This design comes from an exercise in tuning for small area, a short achievable clock period and few clock cycles per item on the open sky130 flow, not from production work. Where RTL was checked, it was by simulation tests only, not by an equivalence proof against the original. The RTL of runs 2 and 3 was laid out without a check of its function.

===== design.v =====
module vrm_alu (
    input  wire        clk,
    input  wire        rst,         
    input  wire        in_valid,
    output wire        in_ready,
    input  wire [2:0]  op,          
    input  wire [39:0] tmp,         
    input  wire [39:0] mem,         
    output reg         out_valid,
    output reg  [39:0] res,         
    output reg  [1:0]  status,      
    output reg  [1:0]  cmp          
);
    localparam OP_AD = 3'd0;
    localparam OP_SB = 3'd1;
    localparam OP_ML = 3'd2;
    localparam OP_MD = 3'd3;
    localparam OP_DV = 3'd4;
    localparam OP_CP = 3'd5;
    localparam ST_OK     = 2'd0;
    localparam ST_OVF    = 2'd1;
    localparam ST_NONNUM = 2'd2;
    localparam C_EQUAL = 2'd0;
    localparam C_LESS  = 2'd1;
    localparam C_MORE  = 2'd2;
    function is_digit(input [7:0] ch);
        is_digit = ~ch[7] & ~ch[6] & ch[5] & ch[4] & (~ch[3] | (~ch[2] & ~ch[1]));
    endfunction
    function ge24(input [23:0] a, input [23:0] b);
        integer i, n;
        reg [31:0] l, e;
        begin
            l = 32'd0;
            e = {32{1'b1}};
            for (i = 0; i < 24; i = i + 1) begin
                l[i] = ~a[i] & b[i];
                e[i] = ~(a[i] ^ b[i]);
            end
            for (n = 32; n > 1; n = n / 2) begin
                for (i = 0; i < n / 2; i = i + 1) begin
                    l[i] = l[2*i+1] | (e[2*i+1] & l[2*i]);
                    e[i] = e[2*i+1] & e[2*i];
                end
            end
            ge24 = ~l[0];
        end
    endfunction
    function [1:0] cmp40(input [39:0] a, input [39:0] b);
        integer i, n;
        reg [63:0] l, e;
        begin
            l = 64'd0;
            e = {64{1'b1}};
            for (i = 0; i < 40; i = i + 1) begin
                l[i] = ~a[i] & b[i];
                e[i] = ~(a[i] ^ b[i]);
            end
            for (n = 64; n > 1; n = n / 2) begin
                for (i = 0; i < n / 2; i = i + 1) begin
                    l[i] = l[2*i+1] | (e[2*i+1] & l[2*i]);
                    e[i] = e[2*i+1] & e[2*i];
                end
            end
            cmp40 = {l[0], e[0]};
        end
    endfunction
    function [19:0] lo_nibs(input [39:0] w);
        lo_nibs = {w[35:32], w[27:24], w[19:16], w[11:8], w[3:0]};
    endfunction
    function [19:0] hi_nibs(input [39:0] w);
        hi_nibs = {w[39:36], w[31:28], w[23:20], w[15:12], w[7:4]};
    endfunction
    function [39:0] weave(input [19:0] h, input [19:0] n);
        weave = {h[19:16], n[19:16], h[15:12], n[15:12], h[11:8], n[11:8],
                 h[7:4], n[7:4], h[3:0], n[3:0]};
    endfunction
    function [39:0] ascii(input [19:0] n);
        ascii = weave(20'h33333, n);
    endfunction
    function lead_lt4(input [19:0] n);
        lead_lt4 = (n[19:16] != 0) ? ~(n[19] | n[18]) :
                   (n[15:12] != 0) ? ~(n[15] | n[14]) :
                   (n[11:8]  != 0) ? ~(n[11] | n[10]) :
                   (n[7:4]   != 0) ? ~(n[7]  | n[6])  : ~(n[3] | n[2]);
    endfunction
    function [2:0] lzd(input [19:0] n);
        lzd = (n[19:16] != 0) ? 3'd0 :
              (n[15:12] != 0) ? 3'd1 :
              (n[11:8]  != 0) ? 3'd2 :
              (n[7:4]   != 0) ? 3'd3 :
              (n[3:0]   != 0) ? 3'd4 : 3'd5;
    endfunction
    function [19:0] dshl(input [19:0] n, input [2:0] k);
        case (k)
            3'd0: dshl = n;
            3'd1: dshl = {n[15:0], 4'd0};
            3'd2: dshl = {n[11:0], 8'd0};
            3'd3: dshl = {n[7:0], 12'd0};
            default: dshl = {n[3:0], 16'd0};
        endcase
    endfunction
    localparam S_IDLE = 2'd0;
    localparam S_A    = 2'd1;    
    localparam S_B    = 2'd2;    
    localparam S_C    = 2'd3;    
    localparam K_TMP  = 2'd0;    
    localparam K_ZERO = 2'd1;    
    localparam K_ADD  = 2'd2;    
    localparam K_MLOV = 2'd3;    
    reg [1:0]  state;
    reg        v1;               
    reg [1:0]  kind;
    reg        sub_r;            
    reg [1:0]  st_r;
    reg [1:0]  cmp_r;
    reg        is_dv;
    reg        swap;             
    reg        first;
    reg        ovf;
    reg [2:0]  pos;              
    reg [19:0] q;                
    reg [19:0] x;                
    reg [19:0] th;               
    wire [19:0] an = lo_nibs(tmp);
    wire [19:0] bn = lo_nibs(mem);
    wire a_num = is_digit(tmp[39:32]) & is_digit(tmp[31:24]) & is_digit(tmp[23:16]) &
                 is_digit(tmp[15:8])  & is_digit(tmp[7:0]);
    wire b_num = is_digit(mem[39:32]) & is_digit(mem[31:24]) & is_digit(mem[23:16]) &
                 is_digit(mem[15:8])  & is_digit(mem[7:0]);
    wire both_num = a_num & b_num;
    wire b_zero = (mem == 40'h3030303030);
    wire [1:0] le = cmp40(tmp, mem);
    wire eq = le[0];
    wire lt = le[1];
    wire [1:0] cmp_in = eq ? C_EQUAL : lt ? C_LESS : C_MORE;
    wire [2:0] lza = lzd(an);
    wire [2:0] lzb = lzd(bn);
    reg        ml_big;
    reg  [2:0] kdiv;             
    reg  [2:0] nbm1;             
    reg  [2:0] nam1;             
    always @(*) begin
        ml_big = 1'b0;
        case ({lza, lzb})
            6'o00, 6'o01, 6'o02, 6'o03, 6'o10, 6'o11, 6'o12, 6'o20, 6'o21, 6'o30:
                ml_big = 1'b1;
            default: ml_big = 1'b0;
        endcase
        case ({lza, lzb})
            6'o01, 6'o12, 6'o23, 6'o34: kdiv = 3'd1;
            6'o02, 6'o13, 6'o24:        kdiv = 3'd2;
            6'o03, 6'o14:               kdiv = 3'd3;
            6'o04:                      kdiv = 3'd4;
            default:                    kdiv = 3'd0;
        endcase
        case (lzb)
            3'd0: nbm1 = 3'd4;
            3'd1: nbm1 = 3'd3;
            3'd2: nbm1 = 3'd2;
            3'd3: nbm1 = 3'd1;
            default: nbm1 = 3'd0;
        endcase
        case (lza)
            3'd0: nam1 = 3'd4;
            3'd1: nam1 = 3'd3;
            3'd2: nam1 = 3'd2;
            3'd3: nam1 = 3'd1;
            default: nam1 = 3'd0;
        endcase
    end
    wire       ml_zero = (lza == 3'd5) | (lzb == 3'd5);
    wire       is_divop = (op == OP_DV) | (op == OP_MD);
    reg        go_iter;
    reg [1:0]  kind_in;
    reg [1:0]  st_in;
    always @(*) begin
        go_iter = 1'b0;
        kind_in = K_TMP;
        st_in   = ST_OK;
        if (op == OP_CP) begin
            kind_in = K_TMP;
        end else if (is_divop && b_zero) begin
            st_in = ST_OVF;
        end else if (!both_num) begin
            st_in = ST_NONNUM;
        end else if (op == OP_AD || op == OP_SB) begin
            kind_in = K_ADD;
        end else if (op == OP_ML) begin
            if (ml_big)       begin kind_in = K_MLOV; st_in = ST_OVF; end
            else if (ml_zero) kind_in = K_ZERO;
            else              go_iter = 1'b1;
        end else begin
            if (lt) kind_in = (op == OP_DV) ? K_ZERO : K_TMP;
            else    go_iter = 1'b1;
        end
    end
    wire        ml_num = (op == OP_ML) & both_num;
    wire [19:0] x_in  = (op == OP_ML) ? (swap_in ? bn : an) : is_divop ? dshl(bn, kdiv) : bn;
    wire [19:0] q_in  = ml_num ? 20'd0 : an;
    wire        swap_in = (lza > lzb);
    wire [19:0] th_in = ml_num ? (swap_in ? an : bn) : hi_nibs(tmp);
    wire [2:0]  pos_in = (op == OP_ML) ? (swap_in ? nam1 : nbm1) : kdiv;
    wire        iter = (state != S_IDLE);
    wire        is_mul = ~sub_r;
    wire [23:0] x1  = {4'd0, x};
    wire [23:0] x2, x4, x8;
    vrm_bcd_dbl u_d2 (.x(x1), .y(x2));
    vrm_bcd_dbl u_d4 (.x(x2), .y(x4));
    vrm_bcd_dbl u_d8 (.x(x4), .y(x8));
    wire [23:0] ea  = (state == S_A) ? x8 : x2;
    wire [23:0] eb  = (state == S_A) ? x4 : x1;      
    wire [20:0] ua, ub;
    vrm_bcd_as u_ua (.p(q), .e(ea), .sub(sub_r), .r(ua));
    vrm_bcd_as u_ub (.p(q), .e(eb), .sub(sub_r), .r(ub));
    wire [3:0]  dig = (pos == 3'd0) ? th[3:0]   : (pos == 3'd1) ? th[7:4] :
                      (pos == 3'd2) ? th[11:8]  : (pos == 3'd3) ? th[15:12] : th[19:16];
    wire        restart = first & sub_r & (state == S_B) & ge24({4'd0, q}, x4);
    wire        ta  = (state == S_C) | restart ? 1'b0 :
                      sub_r ? ~ua[20] : ((state == S_A) ? dig[3] : dig[1]);
    wire        tb  = restart ? 1'b0 : sub_r ? ~ub[20] :
                      ((state == S_A) ? dig[2] : (state == S_B) ? dig[0] : 1'b1);
    wire [19:0] sel = ta ? ua[19:0] : tb ? ub[19:0] : q;
    wire        sel_ovf = is_mul & ((ta & ua[20]) | (~ta & tb & ub[20]));
    wire        need_c = (state == S_B) & ta & (sub_r | dig[0]);
    wire        q_lt_x  = ~ge24({4'd0, q}, x1);
    wire        a_end   = (state == S_A) & (sub_r ? q_lt_x : ~(dig[1] | dig[0]));
    wire        pos_end = (state == S_C) | ((state == S_B) & ~need_c & ~restart) | a_end;
    wire [3:0]  dig_nx = (pos == 3'd1) ? th[3:0]  : (pos == 3'd2) ? th[7:4] :
                         (pos == 3'd3) ? th[11:8] : th[15:12];
    wire        nx_b   = ~sub_r & ~(dig_nx[3] | dig_nx[2]);
    wire        done    = pos_end & (pos == 3'd0);
    wire [19:0] qd_old = first ? 20'd0 : lo_nibs(res);
    wire [19:0] qd_new = (state == S_A) ? {qd_old[15:0], ta, ~ta & tb, 2'b00} :
                         (state == S_B) ? {qd_old[19:2], ta, ~ta & tb} :
                                          {qd_old[19:1], tb};
    wire        ovf_all = ovf | sel_ovf | (pos_end & (pos != 3'd0) & (sel[19:16] != 4'd0));
    wire        q_lt_2x = ~ge24({4'd0, q}, x2);
    assign in_ready = (state == S_IDLE) |
                      ((pos == 3'd0) & ((state == S_C) |
                                        ((state == S_B) & (sub_r ? q_lt_2x : ~(dig[1] & dig[0]))) |
                                        ((state == S_A) & (sub_r ? q_lt_x  : ~(dig[1] | dig[0])))));
    wire accept = in_valid & in_ready;
    reg [39:0] res1;
    reg [1:0]  st1;
    always @(*) begin
        case (kind)
            K_ZERO: begin res1 = ascii(20'd0); st1 = ST_OK; end
            K_MLOV: begin res1 = ml_tmp; st1 = ST_OVF; end
            K_ADD: begin
                res1 = ub[20] ? weave(th, q) : ascii(ub[19:0]);
                st1  = ub[20] ? ST_OVF : ST_OK;
            end
            default: begin res1 = weave(th, q); st1 = st_r; end
        endcase
    end
    wire        md_last = ~is_dv & (pos == 3'd0);
    wire [39:0] ml_tmp = ascii(swap ? th : x);      
    wire [39:0] res_it = sub_r ? ascii(md_last ? sel : qd_new) :
                         ovf_all ? ml_tmp : ascii(sel);
    wire [1:0]  st_it  = (!sub_r & ovf_all) ? ST_OVF : ST_OK;
    always @(posedge clk) begin
        res    <= iter ? res_it : res1;
        status <= iter ? st_it  : st1;
        cmp    <= cmp_r;
        if (in_ready) begin
            q     <= q_in;
            x     <= x_in;
            th    <= th_in;
            pos   <= pos_in;
            kind  <= kind_in;
            st_r  <= st_in;
            cmp_r <= cmp_in;
            sub_r <= (op != OP_AD) & (op != OP_ML);
            is_dv <= (op == OP_DV);
            swap  <= swap_in;
            first <= 1'b1;
            ovf   <= 1'b0;
        end else begin
            first <= restart;
            ovf   <= ovf_all;
            q     <= (pos_end & ~sub_r) ? {sel[15:0], 4'd0} : sel;
            if (pos_end) begin
                pos <= pos - 3'd1;
                if (sub_r) x <= {4'd0, x[19:4]};
            end
        end
        if (rst) begin
            state     <= S_IDLE;
            v1        <= 1'b0;
            out_valid <= 1'b0;
        end else begin
            out_valid <= v1 | (iter & done);
            v1        <= accept & ~go_iter;
            if (accept)
                state <= go_iter ? ((is_divop | (swap_in ? lead_lt4(an) : lead_lt4(bn))) ? S_B : S_A)
                                 : S_IDLE;
            else if (!iter | done)
                state <= S_IDLE;
            else if (pos_end | restart)
                state <= nx_b ? S_B : S_A;
            else
                state <= (state == S_A) ? S_B : S_C;
        end
    end
endmodule
module vrm_bcd_dbl (
    input  wire [23:0] x,
    output wire [23:0] y
);
    wire [5:0] co;
    genvar i;
    generate
        for (i = 0; i < 6; i = i + 1) begin : g
            wire d3 = x[i*4+3], d2 = x[i*4+2], d1 = x[i*4+1], d0 = x[i*4];
            wire m2 = (d2 & ~d1 & ~d0) | (d3 & d0);
            wire m1 = (~d2 & d1) | (d2 & d1 & d0) | (d3 & ~d0);
            wire m0 = (~d3 & ~d2 & d0) | (d2 & d1 & ~d0) | (d3 & ~d0);
            assign co[i] = d3 | (d2 & (d1 | d0));
            if (i == 0) begin : z
                assign y[3:0] = {m2, m1, m0, 1'b0};
            end else begin : nz
                assign y[i*4 +: 4] = {m2, m1, m0, co[i-1]};
            end
        end
    endgenerate
endmodule
module vrm_bcd_as (
    input  wire [19:0] p,
    input  wire [23:0] e,
    input  wire        sub,
    output wire [20:0] r
);
    wire [4:0] gg, pp;           
    wire [5:0] c;                
    genvar i;
    generate
        for (i = 0; i < 5; i = i + 1) begin : g_d
            wire [3:0] ed = e[i*4 +: 4];
            wire [3:0] ea = {ed[3] ^ (ed[2] | ed[1]), ~(ed[2] ^ ed[1]), ~ed[1], ed[0]};
            wire [3:0] ee = sub ? ~ed : ea;
            wire [3:0] pd = p[i*4 +: 4];
            wire [3:0] gb = pd & ee;
            wire [3:0] tb = pd ^ ee;
            wire k1 = gb[0];
            wire k2 = gb[1] | (tb[1] & gb[0]);
            wire k3 = gb[2] | (tb[2] & gb[1]) | (tb[2] & tb[1] & gb[0]);
            wire j1 = gb[0] | tb[0];
            wire j2 = gb[1] | (tb[1] & j1);
            wire j3 = gb[2] | (tb[2] & gb[1]) | (tb[2] & tb[1] & j1);
            wire [3:0] s0 = tb ^ {k3, k2, k1, 1'b0};
            wire [3:0] s1 = tb ^ {j3, j2, j1, 1'b1};
            assign gg[i] = gb[3] | (tb[3] & k3);
            assign pp[i] = &tb;
            wire [3:0] s = c[i] ? s1 : s0;
            assign r[i*4 +: 4] = c[i+1] ? s : {~(s[3] ^ (s[2] & s[1])), s[2] ^ s[1], ~s[1], s[0]};
        end
    endgenerate
    assign c[0] = sub;
    assign c[1] = gg[0] | (pp[0] & c[0]);
    assign c[2] = gg[1] | (pp[1] & gg[0]) | (pp[1] & pp[0] & c[0]);
    assign c[3] = gg[2] | (pp[2] & gg[1]) | (pp[2] & pp[1] & gg[0]) | (pp[2] & pp[1] & pp[0] & c[0]);
    assign c[4] = gg[3] | (pp[3] & c[3]);
    assign c[5] = gg[4] | (pp[4] & gg[3]) | (pp[4] & pp[3] & c[3]);
    assign r[20] = (sub ? ~c[5] : c[5]) | (|e[23:20]);
endmodule

===== flow/run.sh =====
#!/bin/bash
set -euo pipefail
bash standard.sh SETUP_SLACK_MARGIN=6 "BUFFER_PORTS_ARGS=-buffer_cell sky130_fd_sc_hd__buf_2" finish > standard_make.log 2>&1

===== standard.sh =====
#!/bin/bash
# synth_recipe.tcl (not shown) runs the flow's synth.tcl, then flattens the netlist and writes it again
# the make line also repeats each setting of config.mk as NAME=value (left out here)
make -C /OpenROAD-flow-scripts/flow DESIGN_CONFIG=/design/flow/config.mk WORK_HOME=/design/flow/orfs CLKGATE_MAP_FILE= SYNTH_SCRIPT=/design/flow/synth_recipe.tcl "${@:-finish}"

===== config.mk =====
export PLATFORM = sky130hd
export DESIGN_NAME = vrm_alu
export DESIGN_NICKNAME = vrm_alu
export VERILOG_FILES = /design/flow/design.v
export SDC_FILE = /design/flow/constraint.sdc
export NUM_CORES = 4
export LEC_CHECK = 0
export ABC_AREA = 1
export CAP_MARGIN = 20
export CORE_MARGIN = 2
export CORE_UTILIZATION = 40
export CTS_BUF_LIST = sky130_fd_sc_hd__clkbuf_8
export SLEW_MARGIN = 20

===== constraint.sdc =====
create_clock -name core_clock -period 12.0 [get_ports {clk}]
set_input_delay 2.4000 -clock core_clock [delete_from_list [all_inputs] [get_ports {clk}]]
set_output_delay 2.4000 -clock core_clock [all_outputs]
set_load 0.01 [all_outputs]

==> results of run 1 <==
## metrics by stage
step	area, µm²	utilization, %
floorplan	15100	-
detailed placement	16200	43.3
global placement	16200	43.3
global route	17700	47.2
CTS	16900	45.3
finish	17700	47.2
## cells by family after synthesis
group | count (synthesis) | share of synthesized area [%]
AOI/OAI and AO/OA | 648 | 24.8
muxes | 4 | 0.290
xor gates and xnor gates | 65 | 3.77
and+or+nand+nor | 907 | 25.7
buffers and inverters | 380 | 9.89
adders and majority gates | 184 | 15.7
DFF | 122 | 19.9
## final timing paths
check / from / end / slack, ns / depth (start not counted)
worst max-delay path: x[8]$_DFFE_PP_ / in_ready / 6.10 / 19
worst min-delay path: cmp_r[0]$_SDFFCE_PP0N_ / cmp[0]$_DFF_P_ / 0.35 / 0
worst max register to register: x[8]$_DFFE_PP_ / res[8]$_DFF_P_ / 6.21 / 33
worst min register to register: cmp_r[0]$_SDFFCE_PP0N_ / cmp[0]$_DFF_P_ / 0.35 / 0
## cell usage after synthesis, types with 14 or more instances
master and number:
nand2_1 516, inv_1 284, o21ai_0 272, ha_1 174, a21oi_1 172, nor2_1 166, nand3_1 103, dfxtp_1 66
edfxtp_1 56, clkbuf_1 51, o211ai_1 49, xor2_1 48, o22ai_1 33, nor3_1 29, nand4_1 27, a31oi_1 25
nand2_2 21, xnor2_1 17, buf_2 16, o31ai_1 16, o32ai_1 15, nor4_1 14
## area by class of cell
class                           instances  area [µm²]  share of cell area [%]
Multi-Input combinational cell       1812       11200                    63.3
Clock buffer                           18         248                    1.40
Sequential cell                       122        3000                    17.0
Inverter                              297        1130                    6.37
Clock inverter                         14         169                   0.956
Tap cell                              511         639                    3.62
Timing Repair inverter                  4        27.5                   0.156
Timing Repair Buffer                  203        1270                    7.17
## registers in the layout (all words and copies together), names as in the netlist, 2 cells and up
register / count
res: 40
q: 20
th: 20
x: 20
pos: 3
cmp: 2
cmp_r: 2
kind: 2
st_r: 2
state: 2
status: 2
## critical path, cell delays in order (launching register included)
cell and delay (ns):
edfxtp_1 0.46, buf_4 0.17, inv_1 0.07, nor3_1 0.06
nor3_2 0.19, inv_2 0.11, buf_4 0.15, ha_1 0.28
nand3_1 0.08, a31oi_1 0.07, a2111oi_0 0.37, nand2_1 0.20
nand2_1 0.12, nand2_1 0.06, nand2_1 0.08, nand2_2 0.08
nand2_2 0.08, nand2_4 0.08, buf_12 0.17, buf_2 0.13
## routing by layer
| layer | vias up | global-route usage, % | wire length (µm) |
|---|---|---|---|
| li1 | 8226 | - | - |
| met1 | 8252 | 42.5 | 27000 |
| met2 | 919 | 51.2 | 29200 |
| met3 | 185 | 5.14 | 5500 |
| met4 | 2 | 16.6 | 3780 |
| met5 | - | 0 | 54 |
## what timing repair did
item                       in CTS  in global routing
setup endpoints to repair      50                 53
gates resized for setup        40                105
pin swaps                       2                 30
gates cloned                    5                  5
hold buffers                    0                  0
setup buffers                  17                 36
==> impl_metrics.yaml, run 1 <==
run_status:
  status: "complete, no violations"
timing:
  fmax_mhz: 169
  whs_ns: 0.353
  fin_ws_ns: 6.10
  min_period_over_period_pct: 49.2
  slew_headroom_pct: 22.6
  worst_pin_slew_ns: 1.16
  min_period_ns: 5.90
  finalSetupTns_ns: 0
  final_max_slew_viol_count: 0
  skew_ns: 0.0244
  grt_setup_unrepaired: "true"
  setup_viol: 0
  hold_viol: 0
synth:
  ys.flop_type: "dfxtp_1"
  synthesis.instances: 2310
  synthArstFlopShare_pct: 0
  synth_cell_types: 69
  synth_edf_count: 56
  syn-mean-instance-area_um2: 6.54
  yosysSeqAreaShare_pct: 19.9
  synth_top_area_cell: "ha_1"
  yosys-top-cells-area: "ha_1 14%, nand2_1 13%, edfxtp_1 11%"
  ys_warn_count: 1
  syn_area_mm2: 0.0151
  ys_ff_latch: 122
  yosysTopAreaCellShare_pct: 14.4
  synth_nets: 2580
routing:
  ant_nets: 0
  drc: 0
  wl_per_cell_um: 22.0
  routed_via_density: 5.90
  routed_wl_um: 65500
  vias: 17600
  drt-initial-drc-count: 2068
  dr.pass1.iters: 7
global_routing:
  antenna_found_initial: 0
  grt_overflow: 0
  grt_pass1_vias: 16100
  grt_max_degree: 59
  track_usage_pct: 32.3
  grt_pass1_wl_um: 95200
clock_tree:
  cts.clk_slew.worst_paths_ns: 0.07
  cts_buffers: 17
  clk_latency_ns: 0.50
  cts-htree-levels: 4
  cts-root-buf: "clkbuf_8"
  cts_tree: "done"
  cts.sinks: 122
  cts_buffer_depth: 2
final_layout:
  drive_gt1_share_pct: 16.6
  antenna_cells: 0
  layout_commonest_cell: "nand2_1"
  fill_cells: 3915
  fin_cells: 2981
  final_cell_mix: "508 x nand2_1, 267 x inv_1, 253 x o21ai_0"
  final_nets: 2727
  syn_to_final_growth_pct: 16.9
critical_path:
  criticalPathCategory: "flip-flop to output pin"
  worst_setup_path_end_kind: "output pin"
  path_max_fanout: 5
  startpoint_type: "flip-flop"
  worstPathArrival_ns: 3.50
  cp_data_required_time_ns: 9.60
floorplanning:
  rows: 71
  die_y_um: 198
  dieArea_mm2: 0.0394
  core_mm2: 0.0374
  initial_core_util_pct: 40.4
  die-width_um: 198
  pin_count: 132
place:
  dp_slack_ns: 4.97
  portBuffers: 131
  gp_congestion: 1.00
  hpwl_um: 50000
  placed_cells: 2886
flow_run:
  timing.max_cap.violations: 0
worst_hold_path:
  holdCritPathClass: "flip-flop to flip-flop"
Testbench counts, summed over its fixed seeds: cycles 7,696, ops 4,800.
==> inputs of run 2 (changes only) <==
--- a/design.v
+++ b/design.v
@@ -77,12 +77,6 @@
     function [39:0] ascii(input [19:0] n);
         ascii = weave(20'h33333, n);
     endfunction
-    function lead_lt4(input [19:0] n);
-        lead_lt4 = (n[19:16] != 0) ? ~(n[19] | n[18]) :
-                   (n[15:12] != 0) ? ~(n[15] | n[14]) :
-                   (n[11:8]  != 0) ? ~(n[11] | n[10]) :
-                   (n[7:4]   != 0) ? ~(n[7]  | n[6])  : ~(n[3] | n[2]);
-    endfunction
     function [2:0] lzd(input [19:0] n);
         lzd = (n[19:16] != 0) ? 3'd0 :
               (n[15:12] != 0) ? 3'd1 :
@@ -234,11 +228,10 @@
                          (state == S_B) ? {qd_old[19:2], ta, ~ta & tb} :
                                           {qd_old[19:1], tb};
     wire        ovf_all = ovf | sel_ovf | (pos_end & (pos != 3'd0) & (sel[19:16] != 4'd0));
-    wire        q_lt_2x = ~ge24({4'd0, q}, x2);
     assign in_ready = (state == S_IDLE) |
                       ((pos == 3'd0) & ((state == S_C) |
-                                        ((state == S_B) & (sub_r ? q_lt_2x : ~(dig[1] & dig[0]))) |
-                                        ((state == S_A) & (sub_r ? q_lt_x  : ~(dig[1] | dig[0])))));
+                                        ((state == S_B) & ~sub_r & ~(dig[1] & dig[0])) |
+                                        ((state == S_A) & ~sub_r & ~(dig[1] | dig[0]))));
     wire accept = in_valid & in_ready;
     reg [39:0] res1;
     reg [1:0]  st1;
@@ -292,8 +285,7 @@
             out_valid <= v1 | (iter & done);
             v1        <= accept & ~go_iter;
             if (accept)
-                state <= go_iter ? ((is_divop | (swap_in ? lead_lt4(an) : lead_lt4(bn))) ? S_B : S_A)
-                                 : S_IDLE;
+                state <= go_iter ? (is_divop ? S_B : S_A) : S_IDLE;
             else if (!iter | done)
                 state <= S_IDLE;
             else if (pos_end | restart)
--- a/config.mk
+++ b/config.mk
@@ -9,5 +9,4 @@
 export CAP_MARGIN = 20
 export CORE_MARGIN = 2
 export CORE_UTILIZATION = 40
-export CTS_BUF_LIST = sky130_fd_sc_hd__clkbuf_8
 export SLEW_MARGIN = 20
==> impl_metrics.yaml, run 2 <==
synth:
  yosysTopAreaCellShare_pct: 13.3
  yosysMostFrequentCell: "nand2_1"
  synth_edf_count: 56
  synthArstFlopShare_pct: 0
  synth_cell_types: 60
  yosys-top-cells-area: "ha_1 13%, nand2_1 12%, edfxtp_1 11%"
  synth_common_cells: "480 x nand2_1, 301 x inv_1, 250 x o21ai_0, 182 x nor2_1, 163 x a21oi_1"
  synth_top_area_cell: "ha_1"
  syn_area_mm2: 0.0147
  syn-mean-instance-area_um2: 6.56
  ys.flop_type: "dfxtp_1"
  synthesis.instances: 2247
  yosysSeqAreaShare_pct: 20.4
  synth_nets: 2499
  ys_ff_latch: 122
  ys_warn_count: 1
global_routing:
  grt_pass1_wl_um: 90300
  grt_max_degree: 67
  track_usage_pct: 30.9
  grt_pass1_vias: 15400
  antenna_found_initial: 0
  grt_overflow: 0
timing:
  final_max_slew_viol_count: 0
  min_period_over_period_pct: 48.0
  skew_ns: 0.0152
  slew_headroom_pct: 35.0
  whs_ns: 0.368
  grt_setup_unrepaired: "true"
  worst_pin_slew_ns: 0.972
  hold_viol: 0
  min_period_ns: 5.76
  finalSetupTns_ns: 0
  fmax_mhz: 174
  setup_viol: 0
critical_path:
  reg2reg_depth: 37
  cpPeakStageDelay_ns: 0.45
  cp-startpoint: "x[5]$_DFFE_PP_"
  cp_data_required_time_ns: 12.34
  slowest_stage: "edfxtp_1"
  startpoint_type: "flip-flop"
  timing.rr.start: "x[5]$_DFFE_PP_"
  cpMostUsedCell: "nand2_1"
  crit_end: "res[26]$_DFF_P_"
  worstPathArrival_ns: 6.09
  path_max_fanout: 8
  rrSetupSlack_ns: 6.24
  criticalPathCategory: "flip-flop to flip-flop"
  worst_setup_path_end_kind: "flip-flop"
  r2r-end: "res[26]$_DFF_P_"
routing:
  wl_per_cell_um: 21.5
  routed_wl_um: 61800
  routed_via_density: 5.91
  drt-initial-drc-count: 2142
  vias: 17000
  dr.pass1.iters: 6
  drc: 0
  ant_nets: 0
final_layout:
  syn_to_final_growth_pct: 17.8
  final_cell_mix: "473 x nand2_1, 291 x inv_1, 232 x o21ai_0"
  largest_reg_flops: 40
  final_nets: 2645
  largest_register: "res"
  fill_cells: 3770
  drive_gt1_share_pct: 16.4
  layout_commonest_cell: "nand2_1"
floorplanning:
  rows: 70
  initial_core_util_pct: 40.4
  core_mm2: 0.0364
  die_y_um: 196
  dieArea_mm2: 0.0384
  pin_count: 132
  die-width_um: 196
clock_tree:
  cts.clk_slew.worst_paths_ns: 0.07
  clk_latency_ns: 0.44
  cts_buffer_depth: 2
  cts.sinks: 122
  postCtsHoldBufs: 0
  cts-htree-levels: 4
  cts_buffers: 17
  cts_tree: "done"
  cts-root-buf: "clkbuf_16"
worst_hold_path:
  holdCritPathClass: "flip-flop to flip-flop"
place:
  portBuffers: 131
  gp_congestion: 1.02
  hpwl_um: 47700
flow_run:
  timing.max_cap.violations: 0
run_status:
  status: "complete, no violations"
==> run 2: worst min-delay path by stage <==
stage	start	slack [ns]	cells past startpoint	end
after CTS	cmp_r[1]$_SDFFCE_PP0N_	0.37	0	cmp[1]$_DFF_P_
after floorplan	cmp_r[0]$_SDFFCE_PP0N_	0.32	0	cmp[0]$_DFF_P_
after global routing	cmp_r[1]$_SDFFCE_PP0N_	0.38	0	cmp[1]$_DFF_P_
after detailed placement	cmp_r[1]$_SDFFCE_PP0N_	0.34	0	cmp[1]$_DFF_P_
final	cmp_r[0]$_SDFFCE_PP0N_	0.37	0	cmp[0]$_DFF_P_
after global placement	cmp_r[0]$_SDFFCE_PP0N_	0.34	0	cmp[0]$_DFF_P_
==> run 2: layout make-up <==
type                       instances  area [µm²]  area share [%]
antenna                            1        2.50          0.0144
clock buffer                      17         425            2.45
clock inverter                    15         169           0.974
inverter                         315        1200            6.91
multi-input combinational       1736       10700            61.9
sequential                       122        3000            17.3
tap                              468         586            3.38
timing repair buffer             198        1200            6.95
timing repair inverter             3        20.0           0.115
==> run 2: worst max-delay path, delay by kind of cell, from the launching register on <==
kind	cells	cell delay (ns)
adders and majority gates	4	1.24
buffers and inverters	5	0.33
xor gates and xnor gates	1	0.16
AOI/OAI and AO/OA	9	1.49
and+or+nand+nor	18	1.96
DFF	1	0.45
==> run 2: layer usage <==
metal	share of wire [%]	routed length, µm	up-vias	track usage, %
met1	42	26200	7971	41.7
met5	0	0	-	0
met4	5.0	3080	0	13.7
met2	44	27400	905	49.8
li1	-	-	7962	-
met3	8.2	5060	158	3.51
==> run 2: repair_timing <==
item	in CTS	in global routing
resized for setup	29	99
gates cloned	3	3
setup endpoints to repair	67	86
setup buffers	9	44
pin swaps	2	28
==> run 2: cells by family after synthesis <==
family | synth area share, %
AO/OA/AOI/OAI | 24.2
buffers and inverters | 10.4
XOR/XNOR | 3.92
AND/OR/NAND/NOR | 26.3
multiplexers | 0.221
adder cells (fa/ha/maj) | 14.6
flip-flops | 20.4
==> run 2: stage by stage <==
stage	setup WS [ns]	instance area (µm²)	util, %	cells
final	6.24	17300	47.6	2875
after global routing	5.91	17300	47.6	2874
after CTS	5.92	16500	45.4	2827
after detailed placement	5.22	15800	43.2	2783
after global placement	5.31	15800	43.2	2783
after floorplan	6.16	14700	-	2247
==> inputs of run 3 (changes only) <==
--- a/design.v
+++ b/design.v
@@ -84,6 +84,31 @@
               (n[7:4]   != 0) ? 3'd3 :
               (n[3:0]   != 0) ? 3'd4 : 3'd5;
     endfunction
+    function [23:0] dshl6(input [23:0] n, input [2:0] k);
+        case (k)
+            3'd0: dshl6 = n;
+            3'd1: dshl6 = {n[19:0], 4'd0};
+            3'd2: dshl6 = {n[15:0], 8'd0};
+            3'd3: dshl6 = {n[11:0], 12'd0};
+            default: dshl6 = {n[7:0], 16'd0};
+        endcase
+    endfunction
+    function [23:0] bcd_half(input [23:0] n);
+        integer i;
+        reg [3:0] d;
+        reg [2:0] f;
+        reg       odd;
+        begin
+            for (i = 0; i < 6; i = i + 1) begin
+                d   = n[i*4 +: 4];
+                f   = d[3:1];
+                odd = (i < 5) ? n[i*4 + 4] : 1'b0;
+                bcd_half[i*4 +: 4] = odd ? {f[2] | (f[1] & f[0]), ~f[2] & ~(f[1] & f[0]),
+                                            f[1] ^ f[0], ~f[0]}
+                                         : {1'b0, f};
+            end
+        end
+    endfunction
     function [19:0] dshl(input [19:0] n, input [2:0] k);
         case (k)
             3'd0: dshl = n;
@@ -100,7 +125,6 @@
     localparam K_TMP  = 2'd0;    
     localparam K_ZERO = 2'd1;    
     localparam K_ADD  = 2'd2;    
-    localparam K_MLOV = 2'd3;    
     reg [1:0]  state;
     reg        v1;               
     reg [1:0]  kind;
@@ -113,7 +137,7 @@
     reg        ovf;
     reg [2:0]  pos;              
     reg [19:0] q;                
-    reg [19:0] x;                
+    reg [23:0] z;
     reg [19:0] th;               
     wire [19:0] an = lo_nibs(tmp);
     wire [19:0] bn = lo_nibs(mem);
@@ -180,7 +204,7 @@
         end else if (op == OP_AD || op == OP_SB) begin
             kind_in = K_ADD;
         end else if (op == OP_ML) begin
-            if (ml_big)       begin kind_in = K_MLOV; st_in = ST_OVF; end
+            if (ml_big)       st_in = ST_OVF;
             else if (ml_zero) kind_in = K_ZERO;
             else              go_iter = 1'b1;
         end else begin
@@ -188,37 +212,41 @@
             else    go_iter = 1'b1;
         end
     end
-    wire        ml_num = (op == OP_ML) & both_num;
-    wire [19:0] x_in  = (op == OP_ML) ? (swap_in ? bn : an) : is_divop ? dshl(bn, kdiv) : bn;
-    wire [19:0] q_in  = ml_num ? 20'd0 : an;
+    wire        ml_it = (op == OP_ML) & both_num & ~ml_big & ~ml_zero;
+    wire [23:0] a2_in, a4_in, b2_in, b4_in;
+    vrm_bcd_dbl u_ia2 (.x({4'd0, an}), .y(a2_in));
+    vrm_bcd_dbl u_ia4 (.x(a2_in), .y(a4_in));
+    vrm_bcd_dbl u_ib2 (.x({4'd0, bn}), .y(b2_in));
+    vrm_bcd_dbl u_ib4 (.x(b2_in), .y(b4_in));
+    wire [23:0] z_in  = (op == OP_ML) ? (swap_in ? b4_in : a4_in) :
+                        is_divop ? dshl6(b4_in, kdiv) : {4'd0, bn};
+    wire [19:0] q_in  = ml_it ? 20'd0 : an;
     wire        swap_in = (lza > lzb);
-    wire [19:0] th_in = ml_num ? (swap_in ? an : bn) : hi_nibs(tmp);
+    wire [19:0] th_in = ml_it ? (swap_in ? an : bn) : hi_nibs(tmp);
     wire [2:0]  pos_in = (op == OP_ML) ? (swap_in ? nam1 : nbm1) : kdiv;
     wire        iter = (state != S_IDLE);
     wire        is_mul = ~sub_r;
-    wire [23:0] x1  = {4'd0, x};
-    wire [23:0] x2, x4, x8;
-    vrm_bcd_dbl u_d2 (.x(x1), .y(x2));
-    vrm_bcd_dbl u_d4 (.x(x2), .y(x4));
-    vrm_bcd_dbl u_d8 (.x(x4), .y(x8));
-    wire [23:0] ea  = (state == S_A) ? x8 : x2;
-    wire [23:0] eb  = (state == S_A) ? x4 : x1;      
+    wire [23:0] z2, z4;
+    vrm_bcd_dbl u_z2 (.x(z), .y(z2));
+    vrm_bcd_dbl u_z4 (.x(z2), .y(z4));
+    wire [23:0] zq  = bcd_half(bcd_half(z));        
+    wire [23:0] ea  = z2;                            
+    wire [23:0] eb  = z;                             
     wire [20:0] ua, ub;
     vrm_bcd_as u_ua (.p(q), .e(ea), .sub(sub_r), .r(ua));
     vrm_bcd_as u_ub (.p(q), .e(eb), .sub(sub_r), .r(ub));
     wire [3:0]  dig = (pos == 3'd0) ? th[3:0]   : (pos == 3'd1) ? th[7:4] :
                       (pos == 3'd2) ? th[11:8]  : (pos == 3'd3) ? th[15:12] : th[19:16];
-    wire        restart = first & sub_r & (state == S_B) & ge24({4'd0, q}, x4);
-    wire        ta  = (state == S_C) | restart ? 1'b0 :
+    wire        ta  = (state == S_C) ? 1'b0 :
                       sub_r ? ~ua[20] : ((state == S_A) ? dig[3] : dig[1]);
-    wire        tb  = restart ? 1'b0 : sub_r ? ~ub[20] :
+    wire        tb  = sub_r ? ~ub[20] :
                       ((state == S_A) ? dig[2] : (state == S_B) ? dig[0] : 1'b1);
     wire [19:0] sel = ta ? ua[19:0] : tb ? ub[19:0] : q;
     wire        sel_ovf = is_mul & ((ta & ua[20]) | (~ta & tb & ub[20]));
     wire        need_c = (state == S_B) & ta & (sub_r | dig[0]);
-    wire        q_lt_x  = ~ge24({4'd0, q}, x1);
+    wire        q_lt_x  = ~ge24({4'd0, q}, zq);
     wire        a_end   = (state == S_A) & (sub_r ? q_lt_x : ~(dig[1] | dig[0]));
-    wire        pos_end = (state == S_C) | ((state == S_B) & ~need_c & ~restart) | a_end;
+    wire        pos_end = (state == S_C) | ((state == S_B) & ~need_c) | a_end;
     wire [3:0]  dig_nx = (pos == 3'd1) ? th[3:0]  : (pos == 3'd2) ? th[7:4] :
                          (pos == 3'd3) ? th[11:8] : th[15:12];
     wire        nx_b   = ~sub_r & ~(dig_nx[3] | dig_nx[2]);
@@ -238,7 +266,6 @@
     always @(*) begin
         case (kind)
             K_ZERO: begin res1 = ascii(20'd0); st1 = ST_OK; end
-            K_MLOV: begin res1 = ml_tmp; st1 = ST_OVF; end
             K_ADD: begin
                 res1 = ub[20] ? weave(th, q) : ascii(ub[19:0]);
                 st1  = ub[20] ? ST_OVF : ST_OK;
@@ -247,9 +274,9 @@
         endcase
     end
     wire        md_last = ~is_dv & (pos == 3'd0);
-    wire [39:0] ml_tmp = ascii(swap ? th : x);      
     wire [39:0] res_it = sub_r ? ascii(md_last ? sel : qd_new) :
-                         ovf_all ? ml_tmp : ascii(sel);
+                         ovf_all ? ascii(swap ? th : ((state == S_A) ? zq[19:0] : z[19:0])) :
+                                   ascii(sel);
     wire [1:0]  st_it  = (!sub_r & ovf_all) ? ST_OVF : ST_OK;
     always @(posedge clk) begin
         res    <= iter ? res_it : res1;
@@ -257,7 +284,7 @@
         cmp    <= cmp_r;
         if (in_ready) begin
             q     <= q_in;
-            x     <= x_in;
+            z     <= z_in;
             th    <= th_in;
             pos   <= pos_in;
             kind  <= kind_in;
@@ -269,12 +296,15 @@
             first <= 1'b1;
             ovf   <= 1'b0;
         end else begin
-            first <= restart;
+            first <= 1'b0;
             ovf   <= ovf_all;
             q     <= (pos_end & ~sub_r) ? {sel[15:0], 4'd0} : sel;
+            if (state == S_A)
+                z <= !a_end ? zq : sub_r ? {4'd0, z[23:4]} : nx_b ? zq : z;
+            else if (pos_end)
+                z <= sub_r ? {4'd0, z4[23:4]} : nx_b ? z : z4;
             if (pos_end) begin
                 pos <= pos - 3'd1;
-                if (sub_r) x <= {4'd0, x[19:4]};
             end
         end
         if (rst) begin
@@ -285,10 +315,10 @@
             out_valid <= v1 | (iter & done);
             v1        <= accept & ~go_iter;
             if (accept)
-                state <= go_iter ? (is_divop ? S_B : S_A) : S_IDLE;
+                state <= go_iter ? S_A : S_IDLE;
             else if (!iter | done)
                 state <= S_IDLE;
-            else if (pos_end | restart)
+            else if (pos_end)
                 state <= nx_b ? S_B : S_A;
             else
                 state <= (state == S_A) ? S_B : S_C;
@@ -324,6 +354,8 @@
 );
     wire [4:0] gg, pp;           
     wire [5:0] c;                
+    wire [3:0] r0 [0:4];         
+    wire [3:0] r1 [0:4];         
     genvar i;
     generate
         for (i = 0; i < 5; i = i + 1) begin : g_d
@@ -343,8 +375,10 @@
             wire [3:0] s1 = tb ^ {j3, j2, j1, 1'b1};
             assign gg[i] = gb[3] | (tb[3] & k3);
             assign pp[i] = &tb;
-            wire [3:0] s = c[i] ? s1 : s0;
-            assign r[i*4 +: 4] = c[i+1] ? s : {~(s[3] ^ (s[2] & s[1])), s[2] ^ s[1], ~s[1], s[0]};
+            wire o1 = gg[i] | pp[i];
+            assign r0[i] = gg[i] ? s0 : {~(s0[3] ^ (s0[2] & s0[1])), s0[2] ^ s0[1], ~s0[1], s0[0]};
+            assign r1[i] = o1    ? s1 : {~(s1[3] ^ (s1[2] & s1[1])), s1[2] ^ s1[1], ~s1[1], s1[0]};
+            assign r[i*4 +: 4] = c[i] ? r1[i] : r0[i];
         end
     endgenerate
     assign c[0] = sub;
==> flow/run.sh (replaced) <==
#!/bin/bash
set -euo pipefail
bash standard.sh SETUP_SLACK_MARGIN=6 finish > standard_make.log 2>&1
==> impl_metrics.yaml, run 3 <==
global_routing:
  antenna_found_initial: 0
  grt_pass1_wl_um: 114000
  track_usage_pct: 32.1
  grt_overflow: 0
  grt_max_degree: 69
  grt_pass1_vias: 18900
routing:
  routed_via_density: 5.82
  ant_nets: 0
  vias: 20300
  routed_wl_um: 76100
  drc: 0
  dr.pass1.iters: 6
  wl_per_cell_um: 21.9
  drt-initial-drc-count: 2070
floorplanning:
  die_y_um: 214
  pin_count: 132
  dieArea_mm2: 0.0459
  die-width_um: 214
  core_mm2: 0.0439
  rows: 77
  initial_core_util_pct: 40.3
final_layout:
  largest_register: "res"
  fin_cells: 3481
  largest_reg_flops: 40
  final_area_mm2: 0.0203
  layout_commonest_cell: "nand2_1"
  fill_cells: 4717
  largest_registers: "res: 40 flops, z: 24 flops"
  syn_to_final_growth_pct: 14.7
  final_cell_mix: "651 x nand2_1, 389 x inv_1, 293 x o21ai_0"
  final_nets: 3176
  drive_gt1_share_pct: 4.98
  antenna_cells: 0
critical_path:
  cp-startpoint: "pos[0]$_DFFE_PP_"
  rrSetupSlack_ns: 6.34
  path_max_fanout: 27
  criticalPathCategory: "flip-flop to output pin"
  worst_setup_path_end_kind: "output pin"
  cpPeakStageDelay_ns: 0.59
  cp_data_required_time_ns: 9.60
  reg2reg_depth: 24
  crit_end: "in_ready"
  r2r-end: "res[9]$_DFF_P_"
  timing.rr.start: "sub_r$_DFFE_PN_"
  cpMostUsedCell: "nand2_1"
  worstPathArrival_ns: 3.42
  worstPathCellList: "ha_1, nand2_1, o21ai_0, inv_1, nand2_1, nand2_1, nand2_1, nor2_2, nand3_1, nand4_1, nand2_1, nand2_2, buf_6, clkdlybuf4s50_1"
  startpoint_type: "flip-flop"
  slowest_stage: "clkdlybuf4s50_1"
synth:
  ys_warn_count: 2
  syn-mean-instance-area_um2: 6.33
  yosysMostFrequentCell: "nand2_1"
  yosysSeqAreaShare_pct: 17.6
  synth_nets: 3097
  syn_area_mm2: 0.0177
  synthArstFlopShare_pct: 0
  ys_ff_latch: 126
  synth_top_area_cell: "nand2_1"
  synth_edf_count: 60
  synth_cell_types: 61
  yosysTopAreaCellShare_pct: 13.9
  synthesis.instances: 2797
  ys.flop_type: "dfxtp_1"
  synth_common_cells: "656 x nand2_1, 397 x inv_1, 294 x o21ai_0, 254 x nor2_1, 184 x ha_1"
  yosys-top-cells-area: "nand2_1 14%, ha_1 13%, edfxtp_1 10%"
timing:
  setup_viol: 0
  final_max_slew_viol_count: 0
  fmax_mhz: 172
  min_period_over_period_pct: 48.5
  slew_headroom_pct: 36.0
  min_period_ns: 5.82
  finalSetupTns_ns: 0
  whs_ns: 0.341
  grt_setup_unrepaired: "false"
  worst_pin_slew_ns: 0.956
  skew_ns: 0.0216
  fin_ws_ns: 6.18
  hold_viol: 0
clock_tree:
  cts-root-buf: "clkbuf_16"
  cts-htree-levels: 4
  cts_buffers: 17
  postCtsHoldBufs: 0
  cts_tree: "done"
  clk_latency_ns: 0.47
  cts_buffer_depth: 2
  cts.sinks: 126
  cts.clk_slew.worst_paths_ns: 0.08
worst_hold_path:
  holdCritPathClass: "flip-flop to flip-flop"
run_status:
  status: "complete, no violations"
place:
  portBuffers: 131
  dp_slack_ns: 5.49
  hpwl_um: 61000
  placed_cells: 3438
  placed_cell_area_mm2: 0.0195
  gp_congestion: 1.04
flow_run:
  timing.max_cap.violations: 0
## run 3: cell families after synthesis
group,count (synthesis),share of synthesized area (%)
adders and majority gates,214,16.4
buffers and inverters,521,11.3
and+or+nand+nor,1133,26.4
muxes,4,0.240
xor gates and xnor gates,79,3.91
AOI/OAI and AO/OA,720,24.0
DFF,126,17.6
## run 3: timing repair
item	CTS	global route
gates cloned	0	2
setup buffers	0	9
pin swaps	0	2
resized for setup	3	33
setup endpoints to repair	15	96
## run 3: routing by layer
| layer | up-vias | GRT usage [%] | share of wire [%] |
|---|---|---|---|
| li1 | 9520 | - | - |
| met1 | 9494 | 42.4 | 42 |
| met2 | 1061 | 51.2 | 44 |
| met3 | 180 | 4.61 | 8.6 |
| met4 | 0 | 16.2 | 5.2 |
| met5 | - | 0 | 0 |
## run 3: layout make-up
class | count | area, µm² | area share [%]
multi-input combinational | 2150 | 12700 | 62.4
sequential | 126 | 3120 | 15.4
inverter | 418 | 1600 | 7.86
timing repair buffer | 161 | 1560 | 7.68
tap | 592 | 741 | 3.65
clock buffer | 17 | 425 | 2.10
clock inverter | 15 | 186 | 0.919
timing repair inverter | 2 | 10.0 | 0.0493
## run 3: how the worst min path moves through the flow
stage	startpoint	cells after the start	to	slack, ns
floorplan	cmp_r[0]$_SDFFCE_PP0N_	0	cmp[0]$_DFF_P_	0.32
global placement	cmp_r[1]$_SDFFCE_PP0N_	0	cmp[1]$_DFF_P_	0.33
detailed placement	cmp_r[1]$_SDFFCE_PP0N_	0	cmp[1]$_DFF_P_	0.33
CTS	cmp_r[0]$_SDFFCE_PP0N_	0	cmp[0]$_DFF_P_	0.34
global route	cmp_r[0]$_SDFFCE_PP0N_	0	cmp[0]$_DFF_P_	0.36
finish	cmp_r[0]$_SDFFCE_PP0N_	0	cmp[0]$_DFF_P_	0.34
## run 3: stage by stage
step	utilization [%]
after detailed placement	44.3
final	46.2
after global routing	46.2
after CTS	45.8
after floorplan	-
after global placement	44.3
## run 3: worst max-delay path: cells and delay by family (launching register included)
| kind | cells | cell delay [ns] |
|---|---|---|
| and+or+nand+nor | 9 | 1.11 |
| buffers and inverters | 3 | 0.94 |
| DFF | 1 | 0.48 |
| adders and majority gates | 1 | 0.27 |
| AOI/OAI and AO/OA | 1 | 0.13 |

-- static timing again, ports no longer ideal --
No port has a modelled driver above. Below, the same layouts with a new extraction and two added sets of constraints.
Step 1 sets driving cells, clkbuf_16 on the clock port and buf_2 on the other inputs (assumed; they add their load-dependent delay and slew).
Step 2 moves the port delays by t, midway between the first and last clock arrival at a register: inputs arrive t later, outputs are due t later. That takes back most of the time a late clock gives input paths.
Slacks: ideal / step 1 / step 2; pairs: ideal / step 1.
| run | t (ns) | setup WS [ns] | worst setup path after step 2 |
|---|---|---|---|
| run 1 | 0.530 | 6.099 / 6.056 / 5.712 | input to register |
| run 2 | 0.482 | 6.242 / 6.242 / 5.879 | input to register |
| run 3 | 0.508 | 6.182 / 6.132 / 5.719 | input to register |
After both steps setup and hold are still met in every run listed. For run 3, which loses most, drivers alone change the setup slack by -0.050 ns; drivers and shift together by -0.463 ns.
